This is an optimization exercise on Yosys and OpenROAD, whose aim is small area, not a production implementation.
RTL that was checked went through simulation tests only; none was proved equivalent to the original.
Power figures rest on the tool's default switching activity, not on a simulated workload.

==> inputs of build 80 <==
==> flow/design.v <==
module ltc_sat_counter #(
    parameter W = 16
) (
    input  wire         clk,
    input  wire         rst,
    input  wire         inc,
    output reg  [W-1:0] count
);
    always @(posedge clk) begin
        if (rst)
            count <= {W{1'b0}};
        else if (inc && count != {W{1'b1}})
            count <= count + 1'b1;
    end
endmodule
module ltc_rel #(
    parameter integer ACK_TIMEOUT_TICKS = 50,
    parameter integer MAX_RETRIES       = 3
) (
    input  wire        clk,
    input  wire        rst,             
    input  wire        op_valid,
    output wire        op_ready,
    input  wire [2:0]  op_code,
    input  wire [3:0]  op_ch,
    input  wire [7:0]  op_seq,
    input  wire [1:0]  op_pri,
    input  wire        op_qfull,        
    output wire        res_valid,       
    output wire        res_accepted,
    output wire [7:0]  res_seq,
    output wire        ev_valid,
    output wire        ev_fail,         
    output wire [3:0]  ev_ch,
    output wire [7:0]  ev_seq,
    output wire [1:0]  ev_pri,
    output wire [11:0] st_timeouts,
    output wire [11:0] st_retries,
    output wire [4:0]  st_pending
);
    localparam integer DEPTH = 16;
    localparam [2:0] OP_SUBMIT = 3'd0;
    localparam [2:0] OP_ACK    = 3'd1;
    localparam [2:0] OP_NACK   = 3'd2;
    localparam [2:0] OP_TICK   = 3'd3;
    localparam [2:0] OP_SWEEP  = 3'd4;
    localparam [2:0] OP_FLUSH  = 3'd5;
    localparam [5:0] HOLE  = 6'd0;
    localparam [5:0] AGE0  = 6'b000001;
    localparam [5:0] AGE50 = 6'b110101;     
    reg [3:0]  ph;                   
    reg        clr;                  
    reg        busy;
    reg [2:0]  opc;                  
    reg [1:0]  rnd;                  
    reg        d;                    
    reg [4:0]  n;                    
    reg [3:0]  ch;                   
    reg [7:0]  sq;                   
    reg [1:0]  pri;
    reg        okr;                  
    reg [3:0]  r_ch [0:DEPTH-1];
    reg [7:0]  r_sq [0:DEPTH-1];
    reg [1:0]  r_pr [0:DEPTH-1];
    reg [5:0]  r_ag [0:DEPTH-1];
    reg [1:0]  r_rt [0:DEPTH-1];
    reg [7:0]  q [0:15];
    wire is_sub  = (opc == OP_SUBMIT);
    wire is_ack  = (opc == OP_ACK);
    wire is_nack = (opc == OP_NACK);
    wire is_tick = (opc == OP_TICK);
    wire is_flu  = (opc == OP_FLUSH);
    wire ph15 = (ph == 4'd15);
    wire last = is_sub ? (rnd == 2'd2) : (rnd == 2'd1);
    assign op_ready = ph15 && (!busy || last);
    wire accept = op_valid && op_ready;
    wire pass = busy && (is_sub ? (rnd == 2'd1) : (rnd == 2'd0));
    wire v0    = (r_ag[0] != HOLE);
    wire v1    = (r_ag[1] != HOLE);
    wire skip  = pass && !d && !v0;
    wire sel1  = d || skip;
    wire [3:0] s_ch = sel1 ? r_ch[1] : r_ch[0];
    wire [7:0] s_sq = sel1 ? r_sq[1] : r_sq[0];
    wire [1:0] s_pr = sel1 ? r_pr[1] : r_pr[0];
    wire [5:0] s_ag = sel1 ? r_ag[1] : r_ag[0];
    wire [1:0] s_rt = sel1 ? r_rt[1] : r_rt[0];
    wire       s_v  = sel1 ? (v1 && !ph15) : v0;
    wire [5:0] age_nx = {s_ag[4:0], s_ag[5] ^ s_ag[4]};
    wire [5:0] age1   = (pass && is_tick) ? age_nx : s_ag;
    wire       expd   = (s_ag == AGE50);
    wire       rt_max = (s_rt == MAX_RETRIES);
    wire       key    = (s_ch == ch) && (s_sq == sq);
    wire hitk    = pass && s_v && key;
    wire act_swp = pass && is_tick && s_v && expd;
    wire retx    = ((is_nack && hitk) || act_swp) && !rt_max;
    wire del_ev  = ((is_nack && hitk) || act_swp) && rt_max || (pass && is_flu && s_v);
    wire del     = del_ev || (is_ack && hitk);
    wire dup     = is_sub && hitk;
    wire app     = pass && is_sub && okr && ph15 && !s_v;
    wire       keep = s_v && !del && !clr;
    wire [3:0] f_ch = app ? ch  : s_ch;
    wire [7:0] f_sq = app ? sq  : s_sq;
    wire [1:0] f_pr = app ? pri : s_pr;
    wire [5:0] f_ag = (app || retx) ? AGE0 : (keep ? age1 : HOLE);
    wire [1:0] f_rt = app ? 2'd0 : (retx ? s_rt + 2'd1 : s_rt);
    integer i;
    always @(posedge clk) begin
        for (i = 0; i < DEPTH - 1; i = i + 1) begin
            r_ch[i] <= r_ch[i+1];
            r_sq[i] <= r_sq[i+1];
            r_pr[i] <= r_pr[i+1];
            r_ag[i] <= r_ag[i+1];
            r_rt[i] <= r_rt[i+1];
        end
        r_ch[DEPTH-1] <= f_ch;
        r_sq[DEPTH-1] <= f_sq;
        r_pr[DEPTH-1] <= f_pr;
        r_ag[DEPTH-1] <= f_ag;
        r_rt[DEPTH-1] <= f_rt;
    end
    wire at_ch   = (ph == ch);
    wire capture = busy && is_sub && (rnd == 2'd0) && at_ch;
    wire seq_inc = busy && is_sub && (rnd == 2'd2) && okr && at_ch;
    wire [7:0] g = clr ? 8'd0 : (seq_inc ? sq + 8'd1 : q[0]);
    always @(posedge clk) begin
        for (i = 0; i < 15; i = i + 1)
            q[i] <= q[i+1];
        q[15] <= g;
    end
    always @(posedge clk) begin
        if (rst) begin
            ph   <= 4'd0;
            clr  <= 1'b1;
            busy <= 1'b0;
            d    <= 1'b0;
            n    <= 5'd0;
        end else begin
            ph <= ph + 4'd1;
            if (ph15) begin
                clr <= 1'b0;
                d   <= 1'b0;
                if (accept) begin
                    busy <= (op_code <= OP_FLUSH) && (op_code != OP_SWEEP);
                    opc  <= op_code;
                    rnd  <= 2'd0;
                end else if (busy) begin
                    if (last)
                        busy <= 1'b0;
                    else
                        rnd <= rnd + 2'd1;
                end
            end else if (skip) begin
                d <= 1'b1;
            end
            n <= n + {4'd0, app} - {4'd0, del};
        end
    end
    always @(posedge clk) begin
        if (accept) begin
            ch  <= op_ch;
            sq  <= op_seq;
            pri <= op_pri;
            okr <= !op_qfull && (n != DEPTH);
        end else begin
            if (capture)
                sq <= q[0];
            if (dup)
                okr <= 1'b0;
        end
    end
    assign res_valid    = busy && is_sub && (rnd == 2'd2) && ph15;
    assign res_accepted = okr;
    assign res_seq      = sq;
    assign ev_valid = retx || del_ev;
    assign ev_fail  = !retx;
    assign ev_ch    = s_ch;
    assign ev_seq   = s_sq;
    assign ev_pri   = s_pr;
    assign st_pending = n;
    ltc_sat_counter #(.W(12)) u_timeouts (
        .clk(clk), .rst(rst), .inc(act_swp), .count(st_timeouts));
    ltc_sat_counter #(.W(12)) u_retries (
        .clk(clk), .rst(rst), .inc(retx), .count(st_retries));
endmodule
==> flow/run.sh <==
#!/bin/bash
# synth_recipe.tcl (not shown) runs the flow's synth.tcl, then flattens the netlist and writes it again
# the make line also repeats each setting of config.mk as NAME=value (left out here)
make -C /OpenROAD-flow-scripts/flow DESIGN_CONFIG=/design/flow/config.mk WORK_HOME=/design/flow/orfs CLKGATE_MAP_FILE= SYNTH_SCRIPT=/design/flow/synth_recipe.tcl finish
==> flow/config.mk <==
export PLATFORM = sky130hd
export DESIGN_NAME = ltc_rel
export DESIGN_NICKNAME = ltc_rel
export VERILOG_FILES = /design/flow/design.v
export SDC_FILE = /design/flow/constraint.sdc
export NUM_CORES = 4
export LEC_CHECK = 0
export CAP_MARGIN = 20
export CORE_MARGIN = 2
export CORE_UTILIZATION = 40
export CTS_CLUSTER_DIAMETER = 45
export CTS_CLUSTER_SIZE = 35
export SLEW_MARGIN = 20
==> flow/constraint.sdc <==
create_clock -name core_clock -period 9.0 [get_ports {clk}]
set_input_delay 1.8000 -clock core_clock [delete_from_list [all_inputs] [get_ports {clk}]]
set_output_delay 1.8000 -clock core_clock [all_outputs]
set_load 0.01 [all_outputs]
==> trial 25 (differences from build 80) <==
==> flow/design.v, changed modules only <==
module ltc_rel #(
    parameter integer ACK_TIMEOUT_TICKS = 50,
    parameter integer MAX_RETRIES       = 3
) (
    input  wire        clk,
    input  wire        rst,             
    input  wire        op_valid,
    output wire        op_ready,
    input  wire [2:0]  op_code,
    input  wire [3:0]  op_ch,
    input  wire [7:0]  op_seq,
    input  wire [1:0]  op_pri,
    input  wire        op_qfull,        
    output wire        res_valid,       
    output wire        res_accepted,
    output wire [7:0]  res_seq,
    output wire        ev_valid,
    output wire        ev_fail,         
    output wire [3:0]  ev_ch,
    output wire [7:0]  ev_seq,
    output wire [1:0]  ev_pri,
    output wire [11:0] st_timeouts,
    output wire [11:0] st_retries,
    output wire [4:0]  st_pending
);
    localparam integer DEPTH = 16;
    localparam [2:0] OP_SUBMIT = 3'd0;
    localparam [2:0] OP_ACK    = 3'd1;
    localparam [2:0] OP_NACK   = 3'd2;
    localparam [2:0] OP_TICK   = 3'd3;
    localparam [2:0] OP_SWEEP  = 3'd4;
    localparam [2:0] OP_FLUSH  = 3'd5;
    reg [3:0]  ph;                   
    reg        clr;                  
    reg        busy;
    reg [2:0]  opc;                  
    reg [1:0]  rnd;                  
    reg        d;                    
    reg [5:0]  now;                  
    reg [4:0]  lc;                   
    reg [4:0]  n;                    
    reg [3:0]  ch;                   
    reg [7:0]  sq;                   
    reg [1:0]  pri;
    reg        okr;                  
    reg        apd;                  
    reg [3:0]  r_ch [0:DEPTH-1];
    reg [7:0]  r_sq [0:DEPTH-1];
    reg [1:0]  r_pr [0:DEPTH-1];
    reg [5:0]  r_ts [0:DEPTH-1];
    reg [1:0]  r_rt [0:DEPTH-1];
    reg        r_v  [0:DEPTH-1];
    reg [7:0]  q [0:15];
    wire is_sub  = (opc == OP_SUBMIT);
    wire is_ack  = (opc == OP_ACK);
    wire is_nack = (opc == OP_NACK);
    wire is_swp  = (opc == OP_TICK) || (opc == OP_SWEEP);
    wire is_flu  = (opc == OP_FLUSH);
    wire ph15 = (ph == 4'd15);
    wire last = is_sub ? (rnd == 2'd2) : (rnd == 2'd1);
    assign op_ready = ph15 && (!busy || last);
    wire accept = op_valid && op_ready;
    wire pass = busy && (is_sub ? (rnd == 2'd1) : (rnd == 2'd0));
    wire [4:0] t = {1'b0, ph};
    wire r0_in = (t < lc);
    wire skip  = pass && !d && r0_in && !r_v[0];
    wire [4:0] lce = lc - {4'd0, skip};
    wire s_in  = (t < lce);
    wire sel1  = d || skip;
    wire [3:0] s_ch = sel1 ? r_ch[1] : r_ch[0];
    wire [7:0] s_sq = sel1 ? r_sq[1] : r_sq[0];
    wire [1:0] s_pr = sel1 ? r_pr[1] : r_pr[0];
    wire [5:0] s_ts = sel1 ? r_ts[1] : r_ts[0];
    wire [1:0] s_rt = sel1 ? r_rt[1] : r_rt[0];
    wire       s_v  = s_in && (sel1 ? r_v[1] : r_v[0]);
    wire [5:0] age  = now - s_ts;
    wire expd   = (age > ACK_TIMEOUT_TICKS);
    wire rt_max = (s_rt == MAX_RETRIES);
    wire key    = (s_ch == ch) && (s_sq == sq);
    wire hitk    = pass && s_v && key;
    wire act_swp = pass && is_swp && s_v && expd;
    wire retx    = ((is_nack && hitk) || act_swp) && !rt_max;
    wire del_ev  = ((is_nack && hitk) || act_swp) && rt_max || (pass && is_flu && s_v);
    wire del     = del_ev || (is_ack && hitk);
    wire dup     = is_sub && hitk;
    wire app     = pass && is_sub && okr && !apd && !s_in && (t == lce);
    wire [3:0] f_ch = app ? ch  : s_ch;
    wire [7:0] f_sq = app ? sq  : s_sq;
    wire [1:0] f_pr = app ? pri : s_pr;
    wire [5:0] f_ts = (app || retx) ? now : s_ts;
    wire [1:0] f_rt = app ? 2'd0 : (retx ? s_rt + 2'd1 : s_rt);
    wire       f_v  = app || (s_v && !del);
    integer i;
    always @(posedge clk) begin
        for (i = 0; i < DEPTH - 1; i = i + 1) begin
            r_ch[i] <= r_ch[i+1];
            r_sq[i] <= r_sq[i+1];
            r_pr[i] <= r_pr[i+1];
            r_ts[i] <= r_ts[i+1];
            r_rt[i] <= r_rt[i+1];
            r_v[i]  <= r_v[i+1];
        end
        r_ch[DEPTH-1] <= f_ch;
        r_sq[DEPTH-1] <= f_sq;
        r_pr[DEPTH-1] <= f_pr;
        r_ts[DEPTH-1] <= f_ts;
        r_rt[DEPTH-1] <= f_rt;
        r_v[DEPTH-1]  <= f_v;
    end
    wire at_ch   = (ph == ch);
    wire capture = busy && is_sub && (rnd == 2'd0) && at_ch;
    wire seq_inc = busy && is_sub && (rnd == 2'd2) && okr && at_ch;
    wire [7:0] g = clr ? 8'd0 : (seq_inc ? sq + 8'd1 : q[0]);
    always @(posedge clk) begin
        for (i = 0; i < 15; i = i + 1)
            q[i] <= q[i+1];
        q[15] <= g;
    end
    always @(posedge clk) begin
        if (rst) begin
            ph   <= 4'd0;
            clr  <= 1'b1;
            busy <= 1'b0;
            d    <= 1'b0;
            now  <= 6'd0;
            lc   <= 5'd0;
            n    <= 5'd0;
        end else begin
            ph <= ph + 4'd1;
            if (ph15) begin
                clr <= 1'b0;
                d   <= 1'b0;
                if (accept) begin
                    busy <= (op_code <= OP_FLUSH);
                    opc  <= op_code;
                    rnd  <= 2'd0;
                    if (op_code == OP_TICK)
                        now <= now + 6'd1;
                end else if (busy) begin
                    if (last)
                        busy <= 1'b0;
                    else
                        rnd <= rnd + 2'd1;
                end
            end else if (skip) begin
                d <= 1'b1;
            end
            if (pass)
                lc <= lce + {4'd0, app};
            n <= n + {4'd0, app} - {4'd0, del};
        end
    end
    always @(posedge clk) begin
        if (accept) begin
            ch  <= op_ch;
            sq  <= op_seq;
            pri <= op_pri;
            okr <= !op_qfull && (n != DEPTH);
            apd <= 1'b0;
        end else begin
            if (capture)
                sq <= q[0];
            if (dup)
                okr <= 1'b0;
            if (app)
                apd <= 1'b1;
        end
    end
    assign res_valid    = busy && is_sub && (rnd == 2'd2) && ph15;
    assign res_accepted = okr;
    assign res_seq      = sq;
    assign ev_valid = retx || del_ev;
    assign ev_fail  = !retx;
    assign ev_ch    = s_ch;
    assign ev_seq   = s_sq;
    assign ev_pri   = s_pr;
    assign st_pending = n;
    ltc_sat_counter #(.W(12)) u_timeouts (
        .clk(clk), .rst(rst), .inc(act_swp), .count(st_timeouts));
    ltc_sat_counter #(.W(12)) u_retries (
        .clk(clk), .rst(rst), .inc(retx), .count(st_retries));
endmodule
Settings changed: CTS_CLUSTER_DIAMETER 45 to not set, CTS_CLUSTER_SIZE 35 to not set.
==> build 75 (differences from build 80) <==
==> flow/design.v, changed modules only <==
module ltc_rel #(
    parameter integer ACK_TIMEOUT_TICKS = 50,
    parameter integer MAX_RETRIES       = 3
) (
    input  wire        clk,
    input  wire        rst,             
    input  wire        op_valid,
    output wire        op_ready,
    input  wire [2:0]  op_code,
    input  wire [3:0]  op_ch,
    input  wire [7:0]  op_seq,
    input  wire [1:0]  op_pri,
    input  wire        op_qfull,        
    output wire        res_valid,       
    output wire        res_accepted,
    output wire [7:0]  res_seq,
    output wire        ev_valid,
    output wire        ev_fail,         
    output wire [3:0]  ev_ch,
    output wire [7:0]  ev_seq,
    output wire [1:0]  ev_pri,
    output wire [11:0] st_timeouts,
    output wire [11:0] st_retries,
    output wire [4:0]  st_pending
);
    localparam integer DEPTH = 16;
    localparam [2:0] OP_SUBMIT = 3'd0;
    localparam [2:0] OP_ACK    = 3'd1;
    localparam [2:0] OP_NACK   = 3'd2;
    localparam [2:0] OP_TICK   = 3'd3;
    localparam [2:0] OP_SWEEP  = 3'd4;
    localparam [2:0] OP_FLUSH  = 3'd5;
    localparam [5:0] HOLE = 6'h3f;
    reg [3:0]  ph;                   
    reg        clr;                  
    reg        busy;
    reg [2:0]  opc;                  
    reg [1:0]  rnd;                  
    reg        d;                    
    reg [4:0]  n;                    
    reg [3:0]  ch;                   
    reg [7:0]  sq;                   
    reg [1:0]  pri;
    reg        okr;                  
    reg [3:0]  r_ch [0:DEPTH-1];
    reg [7:0]  r_sq [0:DEPTH-1];
    reg [1:0]  r_pr [0:DEPTH-1];
    reg [5:0]  r_ag [0:DEPTH-1];
    reg [1:0]  r_rt [0:DEPTH-1];
    reg [7:0]  q [0:15];
    wire is_sub  = (opc == OP_SUBMIT);
    wire is_ack  = (opc == OP_ACK);
    wire is_nack = (opc == OP_NACK);
    wire is_tick = (opc == OP_TICK);
    wire is_swp  = (opc == OP_TICK) || (opc == OP_SWEEP);
    wire is_flu  = (opc == OP_FLUSH);
    wire ph15 = (ph == 4'd15);
    wire last = is_sub ? (rnd == 2'd2) : (rnd == 2'd1);
    assign op_ready = ph15 && (!busy || last);
    wire accept = op_valid && op_ready;
    wire pass = busy && (is_sub ? (rnd == 2'd1) : (rnd == 2'd0));
    wire v0    = (r_ag[0][5:3] != 3'b111);
    wire v1    = (r_ag[1][5:3] != 3'b111);
    wire skip  = pass && !d && !v0;
    wire sel1  = d || skip;
    wire [3:0] s_ch = sel1 ? r_ch[1] : r_ch[0];
    wire [7:0] s_sq = sel1 ? r_sq[1] : r_sq[0];
    wire [1:0] s_pr = sel1 ? r_pr[1] : r_pr[0];
    wire [5:0] s_ag = sel1 ? r_ag[1] : r_ag[0];
    wire [1:0] s_rt = sel1 ? r_rt[1] : r_rt[0];
    wire       s_v  = sel1 ? (v1 && !ph15) : v0;
    wire [5:0] age1   = s_ag + {5'd0, pass && is_tick};
    wire       expd   = (age1 > ACK_TIMEOUT_TICKS);
    wire       rt_max = (s_rt == MAX_RETRIES);
    wire       key    = (s_ch == ch) && (s_sq == sq);
    wire hitk    = pass && s_v && key;
    wire act_swp = pass && is_swp && s_v && expd;
    wire retx    = ((is_nack && hitk) || act_swp) && !rt_max;
    wire del_ev  = ((is_nack && hitk) || act_swp) && rt_max || (pass && is_flu && s_v);
    wire del     = del_ev || (is_ack && hitk);
    wire dup     = is_sub && hitk;
    wire app     = pass && is_sub && okr && ph15 && !s_v;
    wire       keep = s_v && !del && !clr;
    wire [3:0] f_ch = app ? ch  : s_ch;
    wire [7:0] f_sq = app ? sq  : s_sq;
    wire [1:0] f_pr = app ? pri : s_pr;
    wire [5:0] f_ag = (app || retx) ? 6'd0 : (keep ? age1 : HOLE);
    wire [1:0] f_rt = app ? 2'd0 : (retx ? s_rt + 2'd1 : s_rt);
    integer i;
    always @(posedge clk) begin
        for (i = 0; i < DEPTH - 1; i = i + 1) begin
            r_ch[i] <= r_ch[i+1];
            r_sq[i] <= r_sq[i+1];
            r_pr[i] <= r_pr[i+1];
            r_ag[i] <= r_ag[i+1];
            r_rt[i] <= r_rt[i+1];
        end
        r_ch[DEPTH-1] <= f_ch;
        r_sq[DEPTH-1] <= f_sq;
        r_pr[DEPTH-1] <= f_pr;
        r_ag[DEPTH-1] <= f_ag;
        r_rt[DEPTH-1] <= f_rt;
    end
    wire at_ch   = (ph == ch);
    wire capture = busy && is_sub && (rnd == 2'd0) && at_ch;
    wire seq_inc = busy && is_sub && (rnd == 2'd2) && okr && at_ch;
    wire [7:0] g = clr ? 8'd0 : (seq_inc ? sq + 8'd1 : q[0]);
    always @(posedge clk) begin
        for (i = 0; i < 15; i = i + 1)
            q[i] <= q[i+1];
        q[15] <= g;
    end
    always @(posedge clk) begin
        if (rst) begin
            ph   <= 4'd0;
            clr  <= 1'b1;
            busy <= 1'b0;
            d    <= 1'b0;
            n    <= 5'd0;
        end else begin
            ph <= ph + 4'd1;
            if (ph15) begin
                clr <= 1'b0;
                d   <= 1'b0;
                if (accept) begin
                    busy <= (op_code <= OP_FLUSH);
                    opc  <= op_code;
                    rnd  <= 2'd0;
                end else if (busy) begin
                    if (last)
                        busy <= 1'b0;
                    else
                        rnd <= rnd + 2'd1;
                end
            end else if (skip) begin
                d <= 1'b1;
            end
            n <= n + {4'd0, app} - {4'd0, del};
        end
    end
    always @(posedge clk) begin
        if (accept) begin
            ch  <= op_ch;
            sq  <= op_seq;
            pri <= op_pri;
            okr <= !op_qfull && (n != DEPTH);
        end else begin
            if (capture)
                sq <= q[0];
            if (dup)
                okr <= 1'b0;
        end
    end
    assign res_valid    = busy && is_sub && (rnd == 2'd2) && ph15;
    assign res_accepted = okr;
    assign res_seq      = sq;
    assign ev_valid = retx || del_ev;
    assign ev_fail  = !retx;
    assign ev_ch    = s_ch;
    assign ev_seq   = s_sq;
    assign ev_pri   = s_pr;
    assign st_pending = n;
    ltc_sat_counter #(.W(12)) u_timeouts (
        .clk(clk), .rst(rst), .inc(act_swp), .count(st_timeouts));
    ltc_sat_counter #(.W(12)) u_retries (
        .clk(clk), .rst(rst), .inc(retx), .count(st_retries));
endmodule
Settings changed: ABC_AREA set to 1, CTS_BUF_LIST set to sky130_fd_sc_hd__clkbuf_4, CTS_CLUSTER_DIAMETER 45 to not set, CTS_CLUSTER_SIZE 35 to not set.
==> build 14 (differences from build 80) <==
==> flow/design.v, changed modules only <==
module ltc_rel #(
    parameter integer ACK_TIMEOUT_TICKS = 50,
    parameter integer MAX_RETRIES       = 3
) (
    input  wire        clk,
    input  wire        rst,             
    input  wire        op_valid,
    output wire        op_ready,
    input  wire [2:0]  op_code,
    input  wire [3:0]  op_ch,
    input  wire [7:0]  op_seq,
    input  wire [1:0]  op_pri,
    input  wire        op_qfull,        
    output wire        res_valid,       
    output wire        res_accepted,
    output wire [7:0]  res_seq,
    output wire        ev_valid,
    output wire        ev_fail,         
    output wire [3:0]  ev_ch,
    output wire [7:0]  ev_seq,
    output wire [1:0]  ev_pri,
    output wire [11:0] st_timeouts,
    output wire [11:0] st_retries,
    output wire [4:0]  st_pending
);
    localparam integer DEPTH = 16;
    localparam [2:0] OP_SUBMIT = 3'd0;
    localparam [2:0] OP_ACK    = 3'd1;
    localparam [2:0] OP_NACK   = 3'd2;
    localparam [2:0] OP_TICK   = 3'd3;
    localparam [2:0] OP_SWEEP  = 3'd4;
    localparam [2:0] OP_FLUSH  = 3'd5;
    localparam [5:0] HOLE = 6'h3f;
    reg [3:0]  ph;                   
    reg        clr;                  
    reg        busy;
    reg [2:0]  opc;                  
    reg [1:0]  rnd;                  
    reg        d;                    
    reg [4:0]  n;                    
    reg [3:0]  ch;                   
    reg [7:0]  sq;                   
    reg [1:0]  pri;
    reg        okr;                  
    reg [3:0]  r_ch [0:DEPTH-1];
    reg [7:0]  r_sq [0:DEPTH-1];
    reg [1:0]  r_pr [0:DEPTH-1];
    reg [5:0]  r_ag [0:DEPTH-1];
    reg [1:0]  r_rt [0:DEPTH-1];
    reg [7:0]  q [0:15];
    wire is_sub  = (opc == OP_SUBMIT);
    wire is_ack  = (opc == OP_ACK);
    wire is_nack = (opc == OP_NACK);
    wire is_tick = (opc == OP_TICK);
    wire is_swp  = (opc == OP_TICK) || (opc == OP_SWEEP);
    wire is_flu  = (opc == OP_FLUSH);
    wire ph15 = (ph == 4'd15);
    wire last = is_sub ? (rnd == 2'd2) : (rnd == 2'd1);
    assign op_ready = ph15 && (!busy || last);
    wire accept = op_valid && op_ready;
    wire pass = busy && (is_sub ? (rnd == 2'd1) : (rnd == 2'd0));
    wire v0    = (r_ag[0][5:3] != 3'b111);
    wire v1    = (r_ag[1][5:3] != 3'b111);
    wire skip  = pass && !d && !v0;
    wire sel1  = d || skip;
    wire [3:0] s_ch = sel1 ? r_ch[1] : r_ch[0];
    wire [7:0] s_sq = sel1 ? r_sq[1] : r_sq[0];
    wire [1:0] s_pr = sel1 ? r_pr[1] : r_pr[0];
    wire [5:0] s_ag = sel1 ? r_ag[1] : r_ag[0];
    wire [1:0] s_rt = sel1 ? r_rt[1] : r_rt[0];
    wire       s_v  = sel1 ? (v1 && !ph15) : v0;
    wire [5:0] age1   = s_ag + {5'd0, pass && is_tick};
    wire       expd   = (age1 > ACK_TIMEOUT_TICKS);
    wire       rt_max = (s_rt == MAX_RETRIES);
    wire       key    = (s_ch == ch) && (s_sq == sq);
    wire hitk    = pass && s_v && key;
    wire act_swp = pass && is_swp && s_v && expd;
    wire retx    = ((is_nack && hitk) || act_swp) && !rt_max;
    wire del_ev  = ((is_nack && hitk) || act_swp) && rt_max || (pass && is_flu && s_v);
    wire del     = del_ev || (is_ack && hitk);
    wire dup     = is_sub && hitk;
    wire app     = pass && is_sub && okr && ph15 && !s_v;
    wire       keep = s_v && !del && !clr;
    wire [3:0] f_ch = app ? ch  : s_ch;
    wire [7:0] f_sq = app ? sq  : s_sq;
    wire [1:0] f_pr = app ? pri : s_pr;
    wire [5:0] f_ag = (app || retx) ? 6'd0 : (keep ? age1 : HOLE);
    wire [1:0] f_rt = app ? 2'd0 : (retx ? s_rt + 2'd1 : s_rt);
    integer i;
    always @(posedge clk) begin
        for (i = 0; i < DEPTH - 1; i = i + 1) begin
            r_ch[i] <= r_ch[i+1];
            r_sq[i] <= r_sq[i+1];
            r_pr[i] <= r_pr[i+1];
            r_ag[i] <= r_ag[i+1];
            r_rt[i] <= r_rt[i+1];
        end
        r_ch[DEPTH-1] <= f_ch;
        r_sq[DEPTH-1] <= f_sq;
        r_pr[DEPTH-1] <= f_pr;
        r_ag[DEPTH-1] <= f_ag;
        r_rt[DEPTH-1] <= f_rt;
    end
    wire at_ch   = (ph == ch);
    wire capture = busy && is_sub && (rnd == 2'd0) && at_ch;
    wire seq_inc = busy && is_sub && (rnd == 2'd2) && okr && at_ch;
    wire [7:0] g = clr ? 8'd0 : (seq_inc ? sq + 8'd1 : q[0]);
    always @(posedge clk) begin
        for (i = 0; i < 15; i = i + 1)
            q[i] <= q[i+1];
        q[15] <= g;
    end
    always @(posedge clk) begin
        if (rst) begin
            ph   <= 4'd0;
            clr  <= 1'b1;
            busy <= 1'b0;
            d    <= 1'b0;
            n    <= 5'd0;
        end else begin
            ph <= ph + 4'd1;
            if (ph15) begin
                clr <= 1'b0;
                d   <= 1'b0;
                if (accept) begin
                    busy <= (op_code <= OP_FLUSH);
                    opc  <= op_code;
                    rnd  <= 2'd0;
                end else if (busy) begin
                    if (last)
                        busy <= 1'b0;
                    else
                        rnd <= rnd + 2'd1;
                end
            end else if (skip) begin
                d <= 1'b1;
            end
            n <= n + {4'd0, app} - {4'd0, del};
        end
    end
    always @(posedge clk) begin
        if (accept) begin
            ch  <= op_ch;
            sq  <= op_seq;
            pri <= op_pri;
            okr <= !op_qfull && (n != DEPTH);
        end else begin
            if (capture)
                sq <= q[0];
            if (dup)
                okr <= 1'b0;
        end
    end
    assign res_valid    = busy && is_sub && (rnd == 2'd2) && ph15;
    assign res_accepted = okr;
    assign res_seq      = sq;
    assign ev_valid = retx || del_ev;
    assign ev_fail  = !retx;
    assign ev_ch    = s_ch;
    assign ev_seq   = s_sq;
    assign ev_pri   = s_pr;
    assign st_pending = n;
    ltc_sat_counter #(.W(12)) u_timeouts (
        .clk(clk), .rst(rst), .inc(act_swp), .count(st_timeouts));
    ltc_sat_counter #(.W(12)) u_retries (
        .clk(clk), .rst(rst), .inc(retx), .count(st_retries));
endmodule
Settings changed: CTS_CLUSTER_DIAMETER 45 to not set, CTS_CLUSTER_SIZE 35 to not set.
==> notes.md <==
- Of trial 25 and build 14, trial 25 has the higher worst hold slack (gap 3.5 ps).
- Cell count: trial 25 is higher than build 14 (about 12%).
- Of trial 25 and build 80, trial 25 has the higher routed wire length (gap 13%, measured against build 80).
- Between build 14 and build 75, the lower cell area is in build 14 (gap about 1.7%, measured against build 75).
- The lowest clock power belongs to build 80, the highest to build 14.
==> figures <==
| item | build 14 | build 75 | build 80 | trial 25 |
|---|---|---|---|---|
| Outcome | timing/DRC/antenna clean | timing/DRC/antenna clean | timing/DRC/antenna clean | timing/DRC/antenna clean |
| Pleak | 6.572 nW | 7.114 nW | 6.401 nW | 7.232 nW |
| Stage delay of the slowest cell on the critical path | 520 ps | 470 ps | 510 ps | 580 ps |
| Layout cells sized above 1 | 13.03% | 15.65% | 12.89% | 10.37% |
| Met1 routing resource usage after global routing | 16.84% | 18.51% | 16.73% | 17.74% |
| Antenna violations before repair | 1 | 1 | 1 | 0 |
| # H-tree levels | 2 | 4 | 2 | 2 |
| Synth Instances | 930 | 1,173 | 923 | 1,105 |
| Hold Path End | q[0][6] | r_ag[12][1] | q[4][4] | r_v[1] |
| Sequential cell area | 0.01093 sq mm | 0.01093 sq mm | 0.01093 sq mm | 0.01149 sq mm |
| Power Clock | 2.18 mW | 2.01 mW | 1.94 mW | 2.11 mW |
| Standard cell with the maximum stage delay on the critical path | sky130_fd_sc_hd__clkdlybuf4s50_1 | sky130_fd_sc_hd__clkdlybuf4s50_1 | sky130_fd_sc_hd__clkdlybuf4s50_1 | sky130_fd_sc_hd__o31ai_1 |
The RTL of build 80 was laid out without a check of its function.

==> afterwards: timing with drivers on the ports <==
No port has a modelled driver above. Below, the same layouts with a new extraction and two added sets of constraints. Step 1 (the two cells are an assumption about what drives the block):
set clk [get_ports {clk}]
set_driving_cell -lib_cell sky130_fd_sc_hd__clkbuf_16 $clk
set_driving_cell -lib_cell sky130_fd_sc_hd__buf_2 [delete_from_list [all_inputs] $clk]
Step 2 moves the port delays by t, midway between the first and last clock arrival at a register: inputs arrive t later, outputs are due t later. That takes back most of the time a late clock gives input paths. Slacks: no drivers / after step 1 / after step 2; pairs: no drivers / after step 1.
run | shift t [ns] | slack for setup (ns) | clock arrival spread, ns
build 80 | 0.587 | 3.090 / 3.041 / 3.627 | 0.023 / 0.023
trial 25 | 0.598 | 0.775 / 0.728 / 1.326 | 0.024 / 0.024
build 75 | 0.789 | 2.511 / 2.469 / 3.258 | 0.049 / 0.048
build 14 | 0.585 | 2.663 / 2.615 / 3.200 | 0.015 / 0.015
After both steps every run listed still meets setup and hold.
